Background: an optimization exercise with open tools, aiming at small area, a short achievable clock period and few clock cycles per item. Do not read the settings as production practice.
Function was checked by simulation only, so behaviour that the tests miss may differ from the original.
No activity file was given, so power comes from the tool's default toggle rates.

Design erf_decoder, start of the top module:
module erf_decoder (
    input  wire         clk,
    input  wire         rst,
    input  wire         in_valid,
    output wire         in_ready,
    input  wire         in_vreset,
    input  wire         in_en,
    input  wire [119:0] in_pkt,
    output reg          out_valid,
    input  wire         out_ready,
    output wire         out_trigger,
    output wire [4:0]   out_err,
    output reg  [39:0]  out_ts,
    output reg  [1:0]   out_seq,
    output reg  [7:0]   out_sync,
    output reg  [15:0]  out_crc_rx,
    output wire [15:0]  out_crc_calc,
    output reg  [31:0]  out_flags_lo,
    output reg  [5:0]   out_flags_hi,
    output reg  [2:0]   out_grp_r,
    output reg  [2:0]   out_grp_s,
    output reg  [3:0]   out_pkt_err,
    output reg          out_mode,
    output reg  [4:0]   out_aux
);
    wire [15:0]  synd_in;
    wire cx0 = in_pkt[44] ^ in_pkt[92];
    wire cx1 = in_pkt[20] ^ in_pkt[91];
    wire cx2 = in_pkt[35] ^ in_pkt[86];
    wire cx3 = in_pkt[57] ^ in_pkt[118];
    wire cx4 = in_pkt[63] ^ in_pkt[111];
    wire cx5 = in_pkt[106] ^ in_pkt[119];
    wire cx6 = in_pkt[33] ^ in_pkt[64];
    wire cx7 = in_pkt[65] ^ in_pkt[113];
    wire cx8 = in_pkt[66] ^ in_pkt[94];
    wire cx9 = in_pkt[26] ^ cx0;
    wire cx10 = in_pkt[16] ^ in_pkt[22];
    wire cx11 = in_pkt[17] ^ in_pkt[23];
    wire cx12 = in_pkt[18] ^ in_pkt[24];
    wire cx13 = in_pkt[19] ^ in_pkt[25];
    wire cx14 = in_pkt[21] ^ in_pkt[27];
    wire cx15 = in_pkt[28] ^ in_pkt[72];
    wire cx16 = in_pkt[31] ^ in_pkt[105];
    wire cx17 = in_pkt[32] ^ in_pkt[107];
    wire cx18 = in_pkt[43] ^ in_pkt[62];
    wire cx19 = in_pkt[60] ^ in_pkt[70];
    wire cx20 = in_pkt[61] ^ in_pkt[71];
    wire cx21 = in_pkt[85] ^ cx4;
    wire cx22 = in_pkt[87] ^ cx1;
    wire cx23 = in_pkt[112] ^ cx2;
    wire cx24 = in_pkt[29] ^ in_pkt[89];
    wire cx25 = in_pkt[30] ^ in_pkt[90];
    wire cx26 = in_pkt[36] ^ in_pkt[88];
  ...
==> flow/config.mk <==
export PLATFORM = sky130hd
export DESIGN_NAME = erf_decoder
export DESIGN_NICKNAME = erf_decoder
export VERILOG_FILES = /design/flow/design.v
export SDC_FILE = /design/flow/constraint.sdc
export NUM_CORES = 4
export LEC_CHECK = 0
export CAP_MARGIN = 20
export CORE_MARGIN = 2
export CORE_UTILIZATION = 60
export PLACE_DENSITY = 0.7
export SETUP_SLACK_MARGIN = 2.9
export SLEW_MARGIN = 20
==> flow/constraint.sdc <==
create_clock -name core_clock -period 6.0 [get_ports {clk}]
set_input_delay 1.2000 -clock core_clock [delete_from_list [all_inputs] [get_ports {clk}]]
set_output_delay 1.2000 -clock core_clock [all_outputs]
set_load 0.01 [all_outputs]
standard.sh (not shown) runs the stock make flow with config.mk's settings and CLKGATE_MAP_FILE= SYNTH_SCRIPT=/design/flow/synth_recipe.tcl, a recipe that flattens the netlist after the stock synthesis.
==> flow/flow/run.sh <==
#!/bin/bash
# ORFS layout with two changes:
#  - synthesis maps the logic with flow/map.abc (structural choices and
#    area-recovering mapping, keeping the XOR network of the RTL) instead of
#    ORFS's delay-first ABC script; everything else in synthesis, including
#    the flip-flop mapping, is synth_recipe.tcl unchanged;
#  - the port buffers are buf_1 cells (buffer_ports otherwise picks
#    clkdlybuf4s50_1 delay cells);
#  - clock tree synthesis inserts no dummy loads.
set -euo pipefail
W=$(pwd)
{
  echo "proc abc {args} { set i [lsearch \$args -script]; if {\$i >= 0} { lset args [expr {\$i+1}] $W/flow/map.abc }; yosys abc {*}\$args }"
  cat synth_recipe.tcl
} > flow_synth.tcl
sed "s#SYNTH_SCRIPT=[^ ]*#SYNTH_SCRIPT=$W/flow_synth.tcl#" standard.sh > flow_standard.sh
grep -q "SYNTH_SCRIPT=$W/flow_synth.tcl" flow_standard.sh
export BUFFER_PORTS_ARGS="-buffer_cell sky130_fd_sc_hd__buf_1"
export CTS_ARGS="-sink_clustering_enable -repair_clock_nets -buf_list {sky130_fd_sc_hd__clkbuf_8 sky130_fd_sc_hd__clkbuf_16} -dont_use_dummy_load"
bash flow_standard.sh > standard.log 2>&1
==> flow/flow/map.abc <==
&get -n
&st
&dch
&nf
&put
Testbench counts at the start, summed over its fixed seeds: cycles 2,408, items 2,365.
Edit:
Settings changed: SETUP_SLACK_MARGIN 2.9 to 2.6.
Result: The new run produced a clean layout. Combinational power decreases by about 5%. Sequential power stays flat. Synthesized area does not change. Wire length decreases by 0.56%. Setup slack got worse by 250 ps. Global-route usage increases by 0.16 points. Hold slack barely changes.
Edit:
--- a/flow/flow/run.sh
+++ b/flow/flow/run.sh
@@ -2 +2 @@
-# ORFS layout with two changes:
+# ORFS layout with these changes:
@@ -8,2 +8 @@
-#    clkdlybuf4s50_1 delay cells);
-#  - clock tree synthesis inserts no dummy loads.
+#    clkdlybuf4s50_1 delay cells).
@@ -19 +17,0 @@
-export CTS_ARGS="-sink_clustering_enable -repair_clock_nets -buf_list {sky130_fd_sc_hd__clkbuf_8 sky130_fd_sc_hd__clkbuf_16} -dont_use_dummy_load"
Settings changed: CTS_BUF_LIST set to sky130_fd_sc_hd__clkbuf_4 sky130_fd_sc_hd__clkbuf_8, SETUP_SLACK_MARGIN 2.6 to 2.9.
The new run went through all stages and came out clean.
Power grows by a few percent.
Worst setup slack gets better by 200 ps.
Global-route usage is higher by 0.26 points.
Core utilization increases by 3.6 points.
Clock power is higher by about a fifth.

---

Setup of the reference run:
erf_decoder, a different RTL version from the one above (not shown whole).
For scale: ~1000 cells after synthesis, ~200 flip-flops, roughly 270 I/O pins, about 11000 µm² of cells after synthesis.
## erf_decoder
module erf_decoder (
    input  wire         clk,
    input  wire         rst,
    input  wire         in_valid,
    output wire         in_ready,
    input  wire         in_vreset,
    input  wire         in_en,
    input  wire [119:0] in_pkt,
    output reg          out_valid,
    input  wire         out_ready,
    output wire         out_trigger,
    output wire [4:0]   out_err,
    output reg  [39:0]  out_ts,
    output reg  [1:0]   out_seq,
    output reg  [7:0]   out_sync,
    output reg  [15:0]  out_crc_rx,
    output wire [15:0]  out_crc_calc,
    output reg  [31:0]  out_flags_lo,
    output reg  [5:0]   out_flags_hi,
    output reg  [2:0]   out_grp_r,
    output reg  [2:0]   out_grp_s,
    output reg  [3:0]   out_pkt_err,
    output reg          out_mode,
    output reg  [4:0]   out_aux
);
    wire [15:0]  synd_in;
    wire cx0 = in_pkt[64] ^ in_pkt[92];
    wire cx1 = in_pkt[20] ^ in_pkt[91];
    wire cx2 = in_pkt[35] ^ in_pkt[113];
    wire cx3 = in_pkt[57] ^ in_pkt[118];
    wire cx4 = in_pkt[106] ^ in_pkt[119];
    wire cx5 = in_pkt[44] ^ in_pkt[63];
    wire cx6 = in_pkt[89] ^ in_pkt[111];
    wire cx7 = in_pkt[86] ^ in_pkt[112];
    wire cx8 = in_pkt[43] ^ cx5;
    wire cx9 = in_pkt[88] ^ in_pkt[94];
    wire cx10 = in_pkt[71] ^ cx4;
    wire cx11 = in_pkt[85] ^ cx0;
    wire cx12 = in_pkt[25] ^ in_pkt[105];
    wire cx13 = in_pkt[45] ^ in_pkt[65];
  ...
export LEC_CHECK = 0
export CAP_MARGIN = 20
export CORE_MARGIN = 2
export CORE_UTILIZATION = 60
export CTS_BUF_LIST = sky130_fd_sc_hd__clkbuf_8
export PLACE_DENSITY = 0.7
export SETUP_SLACK_MARGIN = 2.75
export SLEW_MARGIN = 20
create_clock -name core_clock -period 6.0 [get_ports {clk}]
==> flow/flow/run.sh <==
#!/bin/bash
# ORFS layout with these changes:
#  - synthesis maps the logic with flow/map.abc (structural choices and
#    area-recovering mapping, keeping the XOR network of the RTL) instead of
#    ORFS's delay-first ABC script; everything else in synthesis, including
#    the flip-flop mapping, is synth_recipe.tcl unchanged;
#  - the port buffers are buf_1 cells (buffer_ports otherwise picks
#    clkdlybuf4s50_1 delay cells).
set -euo pipefail
W=$(pwd)
{
  echo "proc abc {args} { set i [lsearch \$args -script]; if {\$i >= 0} { lset args [expr {\$i+1}] $W/flow/map.abc }; yosys abc {*}\$args }"
  cat synth_recipe.tcl
} > flow_synth.tcl
sed "s#SYNTH_SCRIPT=[^ ]*#SYNTH_SCRIPT=$W/flow_synth.tcl#" standard.sh > flow_standard.sh
grep -q "SYNTH_SCRIPT=$W/flow_synth.tcl" flow_standard.sh
export BUFFER_PORTS_ARGS="-buffer_cell sky130_fd_sc_hd__buf_1"
bash flow_standard.sh > standard.log 2>&1
Scripts as last shown in full above: flow/flow/map.abc
The reference run finished every stage and its layout cleared the timing, DRC and antenna checks.
Testbench counts of the reference run, summed over its fixed seeds: cycles 2,408, items 2,365.
Relative to the reference run, the following input files were edited for the trial run:
Settings: changing SETUP_SLACK_MARGIN from 2.75 to 2.9.
diff --git a/flow/flow/run.sh b/flow/flow/run.sh
--- a/flow/flow/run.sh
+++ b/flow/flow/run.sh
@@ -2,3 +2,3 @@
 # ORFS layout with these changes:
-#  - synthesis maps the logic with flow/map.abc (structural choices and
+#  - synthesis maps the logic with flow/map.abc (synch2 restructuring and
 #    area-recovering mapping, keeping the XOR network of the RTL) instead of
==> flow/flow/map.abc <==
&get -n
&st
&synch2
&nf
&put
==> notes.md <==
Going from the reference run to the trial run, share of cell area taken by flip-flops and latches shrinks by 1.6 points.
Total number of vias: the trial run vs the reference run up 214
When the trial run is measured against the reference run, its via count normalized by instance count turns out about 0.6% higher.
Count of multi-input combinational gates in the trial run vs the reference run: up 0.73%

[static timing again, ports no longer ideal]
The flow's constraints put no driver on any port. The routed layouts listed below were extracted and timed again, unchanged, in two steps.
Step 1 (the two cells are an assumption about what drives the block):
set clk [get_ports {clk}]
set_driving_cell -lib_cell sky130_fd_sc_hd__clkbuf_16 $clk
set_driving_cell -lib_cell sky130_fd_sc_hd__buf_2 [delete_from_list [all_inputs] $clk]
Step 2 times the ports against the registers' clock, not the clock port: input delays grow and output delays shrink by t, the midpoint of the rising clock arrivals with the driver on.
Slacks: ideal ports / drivers / drivers and shift; pairs: ideal ports / drivers.
run | t, ns | setup WS [ns] | hold WS [ns] | cell pins on the clock port's net
the first run of note 1 | 0.540 | 2.891 / 2.854 / 2.372 | 0.463 / 0.463 / 0.463 | 1
the second run of note 1 | 0.542 | 2.643 / 2.668 / 2.126 | 0.465 / 0.465 / 0.465 | 1
the third run of note 1 | 0.560 | 2.848 / 2.843 / 2.394 | 0.462 / 0.462 / 0.462 | 1
the reference run | 0.532 | 2.822 / 2.834 / 2.312 | 0.476 / 0.476 / 0.476 | 1
the trial run | 0.526 | 2.793 / 2.789 / 2.293 | 0.454 / 0.454 / 0.454 | 1
After both steps every run listed still meets setup and hold. The setup slack of the first run of note 1, which loses most, moves by -0.037 ns with the drivers and by -0.519 ns with both steps.
